Source: an optimization exercise on an open RTL-to-GDS flow (aim: small area). Production flows keep margins and buffers that such runs may drop. Function was checked by simulation only, so behaviour that the tests miss may differ from the original.

==> willow: inputs <==
==> flow/design.v (excerpt) <==
module modbus_slave (
    input  wire        clk,
    input  wire        rst,
    input  wire        start,
    input  wire [15:0] cfg_nb_reg,
    input  wire [7:0]  cfg_slave_addr,
    output wire        busy,
    output reg         done,
    output wire [15:0] status,
    input  wire        tick,
    input  wire        rx_valid,
    input  wire [7:0]  rx_data,
    output wire        rx_ready,
    output wire        tx_valid,
    output reg  [7:0]  tx_data,
    input  wire        tx_ready,
    input  wire        tx_idle,
    output reg         de,
    output reg  [15:0] rt_addr,
    output wire        rt_re,
    output wire        rt_we,
    output wire [15:0] rt_wdata,
    input  wire [15:0] rt_rdata,
    output wire        rt_busy
);
    localparam [2:0] C_UNDEFINED  = 3'd7;   
    localparam [2:0] C_ILL_FUNC   = 3'd6;   
    localparam [2:0] C_ILL_ADDR   = 3'd5;   
    localparam [2:0] C_ILL_VALUE  = 3'd4;   
    localparam [2:0] C_NOT_FOR_US = 3'd3;   
    localparam [2:0] C_RX_TIMEOUT = 3'd2;   
    localparam [3:0] S_IDLE   = 4'd0;
    localparam [3:0] S_RX     = 4'd1;
    localparam [3:0] S_FLUSH  = 4'd2;
    localparam [3:0] S_CHECK  = 4'd3;    
    localparam [3:0] S_WRITE  = 4'd4;    
    localparam [3:0] S_TXDE   = 4'd5;    
    localparam [3:0] S_TXHDR  = 4'd6;    
    localparam [3:0] S_RDREQ  = 4'd7;    
    localparam [3:0] S_RDCAP  = 4'd8;    
    localparam [3:0] S_TXHI   = 4'd9;    
    localparam [3:0] S_TXLO   = 4'd10;   
    localparam [3:0] S_TXCRCL = 4'd11;
    localparam [3:0] S_TXCRCH = 4'd12;
    localparam [3:0] S_TXWAIT = 4'd13;   
  ...
==> flow/config.mk <==
export PLATFORM = sky130hd
export DESIGN_NAME = modbus_slave
export DESIGN_NICKNAME = modbus_slave
export VERILOG_FILES = /design/flow/design.v
export SDC_FILE = /design/flow/constraint.sdc
export NUM_CORES = 4
export LEC_CHECK = 0
export CAP_MARGIN = 20
export CORE_MARGIN = 2
export CORE_UTILIZATION = 55
export SLEW_MARGIN = 20
==> flow/constraint.sdc <==
create_clock -name core_clock -period 10.0 [get_ports {clk}]
set_input_delay 2.0000 -clock core_clock [delete_from_list [all_inputs] [get_ports {clk}]]
set_output_delay 2.0000 -clock core_clock [all_outputs]
set_load 0.01 [all_outputs]
standard.sh (not shown) runs the stock make flow with config.mk's settings and CLKGATE_MAP_FILE= SYNTH_SCRIPT=/design/flow/synth_recipe.tcl, a recipe that flattens the netlist after the stock synthesis.
==> flow/flow/run.sh <==
#!/bin/bash
# Standard layout, with two changes: clock tree synthesis without dummy
# loads and with clkbuf_8 leaf clusters, and unit-size port buffers.
export CTS_ARGS="-sink_clustering_enable -repair_clock_nets -dont_use_dummy_load -sink_clustering_size 18 -sink_clustering_max_diameter 40 -buf_list sky130_fd_sc_hd__clkbuf_8"
export BUFFER_PORTS_ARGS="-buffer_cell sky130_fd_sc_hd__buf_1"
bash standard.sh > standard.log 2>&1
rc=$?
tail -20 standard.log
exit $rc
==> garnet: changes against willow <==
==> flow/design.v (replaced) <==
module modbus_slave (
    input  wire        clk,
    input  wire        rst,
    input  wire        start,
    input  wire [15:0] cfg_nb_reg,
    input  wire [7:0]  cfg_slave_addr,
    output wire        busy,
    output reg         done,
    output wire [15:0] status,
    input  wire        tick,
    input  wire        rx_valid,
    input  wire [7:0]  rx_data,
    output wire        rx_ready,
    output wire        tx_valid,
    output reg  [7:0]  tx_data,
    input  wire        tx_ready,
    input  wire        tx_idle,
    output wire        de,
    output reg  [15:0] rt_addr,
    output wire        rt_re,
    output wire        rt_we,
    output wire [15:0] rt_wdata,
    input  wire [15:0] rt_rdata,
    output wire        rt_busy
);
    localparam [2:0] C_UNDEFINED  = 3'd7;   
    localparam [2:0] C_ILL_FUNC   = 3'd6;   
    localparam [2:0] C_ILL_ADDR   = 3'd5;   
    localparam [2:0] C_ILL_VALUE  = 3'd4;   
    localparam [2:0] C_NOT_FOR_US = 3'd3;   
    localparam [2:0] C_RX_TIMEOUT = 3'd2;   
    localparam [3:0] S_IDLE   = 4'd0;
    localparam [3:0] S_RX     = 4'd2;
    localparam [3:0] S_FLUSH  = 4'd3;
    localparam [3:0] S_CHECK  = 4'd4;    
    localparam [3:0] S_WRITE  = 4'd5;    
    localparam [3:0] S_TXDE   = 4'd8;    
    localparam [3:0] S_TXHDR  = 4'd9;    
    localparam [3:0] S_RDREQ  = 4'd10;   
    localparam [3:0] S_RDCAP  = 4'd11;   
    localparam [3:0] S_TXHI   = 4'd12;   
    localparam [3:0] S_TXLO   = 4'd13;   
    localparam [3:0] S_TXCRC  = 4'd14;   
    localparam [3:0] S_TXWAIT = 4'd15;   
    function [15:0] crc_byte;
        input [15:0] c;
        input [7:0]  b;
        integer k;
        reg [15:0] t;
        begin
            t = c ^ {8'h00, b};
            for (k = 0; k < 8; k = k + 1)
                t = t[0] ? ((t >> 1) ^ 16'hA001) : (t >> 1);
            crc_byte = t;
        end
    endfunction
    reg [3:0]  state;
    reg [8:0]  idx;           
    reg [4:0]  tcnt;          
    reg        flush_seen;
    reg        is_ucast;
    reg        is_wr;         
    reg        hv;            
    reg [7:0]  hdr_byte;
    reg [2:0]  pcode;         
    reg [15:0] crc;
    reg [15:0] loop_cnt;      
    reg        st_neg;
    reg [8:0]  st_val;
    assign status = st_neg ? {13'h1FFF, st_val[2:0]} : {7'd0, st_val};
    reg [4:0]   rc;                   
    reg [7:0]   hold [0:7];
    reg [255:0] lane [0:7];
    wire [7:0]  head [0:7];
    wire [4:0] rd    = rc - idx[7:3];         
    wire [1:0] pm_b  = rd[4:3] + 2'd1;        
    wire [3:0] en_a  = (rd[2:0] == 3'd0) ? (4'd1 << rd[4:3]) : 4'd0;
    wire [3:0] en_b  = (rd[2:0] == 3'd7) ? (4'd1 << pm_b) : 4'd0;
    wire       st_en = (state == S_RX) && rx_valid;
    genvar q, m;
    generate
        for (q = 0; q < 8; q = q + 1) begin : g_lane
            wire [3:0]   en = (q <= idx[2:0]) ? en_a : en_b;
            wire [255:0] nx;
            assign head[q]  = en[0] ? hold[q] : lane[q][255:248];
            assign nx[7:0]  = head[q];
            for (m = 1; m < 32; m = m + 1) begin : g_st
                if (m % 8 == 0)
                    assign nx[8*m +: 8] = en[m / 8] ? hold[q] : lane[q][8*m-8 +: 8];
                else
                    assign nx[8*m +: 8] = lane[q][8*m-8 +: 8];
            end
            always @(posedge clk) begin
                lane[q] <= nx;
                if (q == 1 && state == S_RDCAP)
                    hold[q] <= rt_rdata[15:8];
                else if (q == 1 && state == S_TXHDR && !hv && row0)
                    hold[q] <= hdr_byte;
                else if (q == 7 && state == S_RDCAP)
                    hold[q] <= rt_rdata[7:0];
                else if (st_en && idx[2:0] == ((q + 7) % 8))
                    hold[q] <= rx_data;
            end
        end
    endgenerate
    wire [7:0]  b0 = hold[1];             
    wire [7:0]  f_b1 = head[2];
    wire [15:0] f_addr  = {head[3], head[4]};
    wire [15:0] f_count = {head[5], head[6]};
    wire        row0 = (rc == 5'd0);
    wire [8:0]  wj     = crc[8:0];
    wire        w_late = wj[8] | (wj[7] & (|wj[6:0]));    
    wire        w_ok   = w_late || (rc == wj[6:2]);
    assign rt_wdata = {head[{wj[1:0], 1'b0}], head[{wj[1:0], 1'b1}]};
    assign busy     = (state != S_IDLE);
    assign rx_ready = (state[3:1] == 3'b001);
    assign de       = state[3];
    wire   txs      = (state == S_TXHDR) || (state == S_TXHI) || (state == S_TXLO) ||
                      (state == S_TXCRC);
    assign tx_valid = txs && ((state != S_TXHDR) || hv);
    assign rt_we    = (state == S_WRITE) && (loop_cnt != 16'd0) && w_ok;
    assign rt_re    = (state == S_RDREQ);
    assign rt_busy  = busy && !rx_ready;
    wire rx_byte = rx_ready && rx_valid;
    wire rx_tick = rx_ready && tick;
    wire tx_fire = tx_valid && tx_ready;
    wire rsp_exc = (pcode != 3'd0);
    always @(*) begin
        case (tcnt[2:0])
            3'd0: hdr_byte = cfg_slave_addr;
            3'd1: hdr_byte = rsp_exc ? (f_b1 | 8'h80) : f_b1;
            3'd2: hdr_byte = rsp_exc ? {6'd0, ~pcode[1:0]} :
                             is_wr   ? head[3] : {head[6][6:0], 1'b0};
            3'd3: hdr_byte = head[4];
            3'd4: hdr_byte = head[5];
            default: hdr_byte = head[6];
        endcase
    end
    wire hdr_last = (!rsp_exc && is_wr) ? (tcnt[2:0] == 3'd5) : (tcnt[2:0] == 3'd2);
    always @(*) begin
        case (state)
            S_TXHDR:  tx_data = hold[1];
            S_TXHI:   tx_data = hold[1];
            S_TXLO:   tx_data = hold[7];
            default:  tx_data = tcnt[0] ? crc[15:8] : crc[7:0];
        endcase
    end
    wire [15:0] crc_nx    = crc_byte(crc, rx_ready ? rx_data : tx_data);
    wire [4:0]  tcnt_next = tcnt + 5'd1;
    reg         pend;
    wire        sub_lo = idx[0];
    wire [7:0]  sub_a  = sub_lo ? rt_addr[7:0] : rt_addr[15:8];
    wire [8:0]  sub    = {1'b0, sub_a} - {1'b0, rx_data} - {8'd0, idx[2] & !sub_lo & pend};
    wire        bfail  = rsp_exc || (pend && rt_addr[15:8] == 8'd0);
    always @(posedge clk) begin
        if (rst)
            rc <= 5'd0;
        else
            rc <= rc + 5'd1;
    end
    always @(posedge clk) begin
        if (rst) begin
            state  <= S_IDLE;
            st_neg <= 1'b0;
            st_val <= 9'd0;
            done   <= 1'b0;
        end else begin
            done <= 1'b0;
            case (state)
            S_IDLE: begin
                if (start) begin
                    rt_addr  <= cfg_nb_reg;    
                    state    <= S_RX;
                    idx      <= 9'd0;
                    loop_cnt <= 16'd16;
                    tcnt     <= 5'd0;
                    pcode    <= 3'd0;
                    crc      <= 16'hFFFF;
                end
            end
            S_RX: begin
                if (rx_byte) begin
                    crc        <= crc_nx;
                    idx        <= idx + 9'd1;
                    loop_cnt   <= loop_cnt - 16'd1;
                    tcnt       <= rx_tick ? 5'd1 : 5'd0;
                    flush_seen <= !rx_tick;
                    if (idx == 9'd1) begin
                        is_ucast <= (b0 != 8'd0);
                        is_wr    <= (rx_data == 8'h10);
                        if (!((b0 == 8'd0) ||
                              ((b0 == cfg_slave_addr) && (cfg_slave_addr <= 8'd247)))) begin
                            pcode <= C_NOT_FOR_US;
                            state <= S_FLUSH;
                        end else if (rx_data != 8'h03 && rx_data != 8'h10) begin
                            pcode <= (b0 != 8'd0) ? C_ILL_FUNC : C_UNDEFINED;
                            state <= S_FLUSH;
                        end
                    end
                    if (idx[8:3] == 6'd0 && (idx[2] ^ idx[1])) begin
                        if (sub_lo) begin
                            rt_addr[7:0] <= sub[7:0];
                            pend         <= sub[8];
                        end else begin
                            rt_addr[15:8] <= sub[7:0];
                            if (sub[8])
                                pcode <= C_ILL_ADDR;
                        end
                    end
                    if (is_wr && idx == 9'd6) begin
                        if (rx_data >= 8'd248) begin
                            pcode <= is_ucast ? C_ILL_VALUE : C_UNDEFINED;
                            state <= S_FLUSH;
                        end
                        loop_cnt <= {8'd0, rx_data};
                    end
                    if (is_wr ? (loop_cnt[8:0] == 9'h1FF) : (idx == 9'd7)) begin
                        if (crc_nx == 16'h0000) begin
                            state <= S_CHECK;
                        end else begin
                            pcode <= C_UNDEFINED;
                            state <= S_FLUSH;
                        end
                    end
                end else if (rx_tick) begin
                    if (tcnt[3:0] == 4'd9) begin
                        st_neg <= 1'b1;
                        st_val <= {6'd0, C_RX_TIMEOUT};
                        done   <= 1'b1;
                        state  <= S_IDLE;
                    end else begin
                        tcnt <= tcnt_next;
                    end
                end
            end
            S_FLUSH: begin
                if (rx_tick) begin
                    tcnt <= tcnt_next;
                    if ((!flush_seen && !rx_byte) || tcnt_next == 5'd30) begin
                        if (pcode[2] && !pcode[0]) begin
                            state <= S_TXDE;
                        end else begin
                            st_neg <= 1'b1;
                            st_val <= {6'd0, pcode};
                            done   <= 1'b1;
                            state  <= S_IDLE;
                        end
                    end else begin
                        flush_seen <= 1'b0;
                    end
                end else if (rx_byte) begin
                    flush_seen <= 1'b1;
                end
            end
            S_CHECK: begin
                if (row0) begin
                    rt_addr  <= f_addr;
                    loop_cnt <= f_count;
                    crc[8:0] <= 9'd4;
                    if (bfail) begin
                        pcode <= C_ILL_ADDR;
                        if (is_ucast) begin
                            state <= S_TXDE;
                        end else begin
                            st_neg <= 1'b1;
                            st_val <= {6'd0, C_ILL_ADDR};
                            done   <= 1'b1;
                            state  <= S_IDLE;
                        end
                    end else if (is_wr) begin
                        state <= S_WRITE;
                    end else if (is_ucast) begin
                        state <= S_TXDE;
                    end else begin
                        st_neg <= 1'b0;
                        st_val <= idx;
                        done   <= 1'b1;
                        state  <= S_IDLE;
                    end
                end
            end
            S_WRITE: begin
                if (loop_cnt != 16'd0) begin
                    if (w_ok) begin
                        loop_cnt <= loop_cnt - 16'd1;
                        rt_addr  <= rt_addr + 16'd1;
                        crc[8:0] <= wj + 9'd1;
                    end
                end else if (is_ucast) begin
                    state <= S_TXDE;
                end else begin
                    st_neg <= 1'b0;
                    st_val <= idx;
                    done   <= 1'b1;
                    state  <= S_IDLE;
                end
            end
            S_TXDE: begin
                crc   <= 16'hFFFF;
                tcnt  <= 5'd0;
                hv    <= 1'b0;
                state <= S_TXHDR;
            end
            S_TXHDR: begin
                if (!hv) begin
                    if (row0)
                        hv <= 1'b1;
                end else if (tx_fire) begin
                    hv   <= 1'b0;
                    crc  <= crc_nx;
                    tcnt <= tcnt_next;
                    if (hdr_last) begin
                        tcnt <= 5'd0;
                        if (!rsp_exc && !is_wr && loop_cnt != 16'd0)
                            state <= S_RDREQ;
                        else
                            state <= S_TXCRC;
                    end
                end
            end
            S_RDREQ: begin
                state <= S_RDCAP;
            end
            S_RDCAP: begin
                rt_addr  <= rt_addr + 16'd1;
                loop_cnt <= loop_cnt - 16'd1;
                state    <= S_TXHI;
            end
            S_TXHI: begin
                if (tx_fire) begin
                    crc   <= crc_nx;
                    state <= S_TXLO;
                end
            end
            S_TXLO: begin
                if (tx_fire) begin
                    crc   <= crc_nx;
                    state <= (loop_cnt != 16'd0) ? S_RDREQ : S_TXCRC;
                end
            end
            S_TXCRC: begin
                if (tx_fire) begin
                    tcnt <= 5'd1;
                    if (tcnt[0])
                        state <= S_TXWAIT;
                end
            end
            S_TXWAIT: begin
                if (tx_idle) begin
                    st_neg <= rsp_exc;
                    st_val <= rsp_exc ? {6'd0, pcode} : idx;
                    done   <= 1'b1;
                    state  <= S_IDLE;
                end
            end
            default: state <= S_IDLE;
            endcase
        end
    end
endmodule
==> flow/flow/run.sh (replaced) <==
#!/bin/bash
# Standard layout, with two changes: clock tree synthesis without dummy
# loads, with clkbuf_8 leaf clusters and clkbuf_4 tree buffers, and
# unit-size port buffers.
export CTS_ARGS="-sink_clustering_enable -repair_clock_nets -dont_use_dummy_load -sink_clustering_size 18 -sink_clustering_max_diameter 40 -buf_list sky130_fd_sc_hd__clkbuf_8 -tree_buf sky130_fd_sc_hd__clkbuf_4"
export BUFFER_PORTS_ARGS="-buffer_cell sky130_fd_sc_hd__buf_1"
bash standard.sh > standard.log 2>&1
rc=$?
tail -20 standard.log
exit $rc
==> results.toml <==
[finish]
final_area_mm2 = 0.0597
n_all_inverters = 55
multi_input_area_share_pct = 15.5

[synth]
synth-simple-area-share_pct = 3.78
synthTopCellsByArea = "dfxtp_1 (75%), edfxtp_1 (7.3%), mux2_2 (5.0%)"
synth-adder-area-share_pct = 1.04

[setup_path]
regToRegStartpoint = "idx[3]"
timing.rr.end = "hold[1][7]"
r2r_cells = 11

[route]
vias = 26700

[place]
dpl.cell_count = 4916

[pwr]
finalPower_uw = 16700
netSwitchingPower_uw = 3870
p_seq_share_pct = 68.9

[sta]
fmax_mhz = 128

[status]
run_status = "timing/DRC/antenna clean"

[global_route]
antenna_found_initial = 14

[die]
die-area_mm2 = 0.103
# the run above: garnet

==> results.toml <==
[die]
die-area_mm2 = 0.104

[route]
vias = 27400
drt_pre_antenna_iters = 7

[finish]
multi_input_area_share_pct = 16.5
n_all_inverters = 61
final_area_mm2 = 0.0607

[status]
run_status = "timing/DRC/antenna clean"

[synth]
synth-simple-area-share_pct = 4.57
synth_compound_area_share_pct = 4.36
async_flop_share_pct = 0
synthTopCellsByArea = "dfxtp_1 (74%), edfxtp_1 (7.1%), mux2_2 (4.7%)"

[setup_path]
r2r_cells = 20
timing.rr.end = "pcode[0]"
regToRegStartpoint = "idx[0]"

[pwr]
p_seq_share_pct = 64.1
netSwitchingPower_uw = 5730
finalPower_uw = 20900

[global_route]
antenna_found_initial = 15
# the run above: willow

[afterwards: timing with drivers on the ports]
The results above use ideal ports. As a check the final layouts listed here were re-extracted and re-timed, cells and wires unchanged. Step 1 sets driving cells, clkbuf_16 on the clock port and buf_2 on the other inputs (assumed; they add their load-dependent delay and slew). Step 2 also shifts input and output timing later by t, the mid clock arrival at the registers, as if the neighbouring blocks saw the same clock. Three values: no drivers, after step 1, after step 2; two values: the first two.
run	t (ns)	slack for setup (ns)	worst setup path at the end	worst register clock-pin slew, ns
willow	0.908	2.482 / 2.413 / 3.018	register to register	0.10 / 0.10
garnet	0.969	2.208 / 2.142 / 3.111	register to output	0.11 / 0.11
After both steps setup and hold are still met in every run listed.
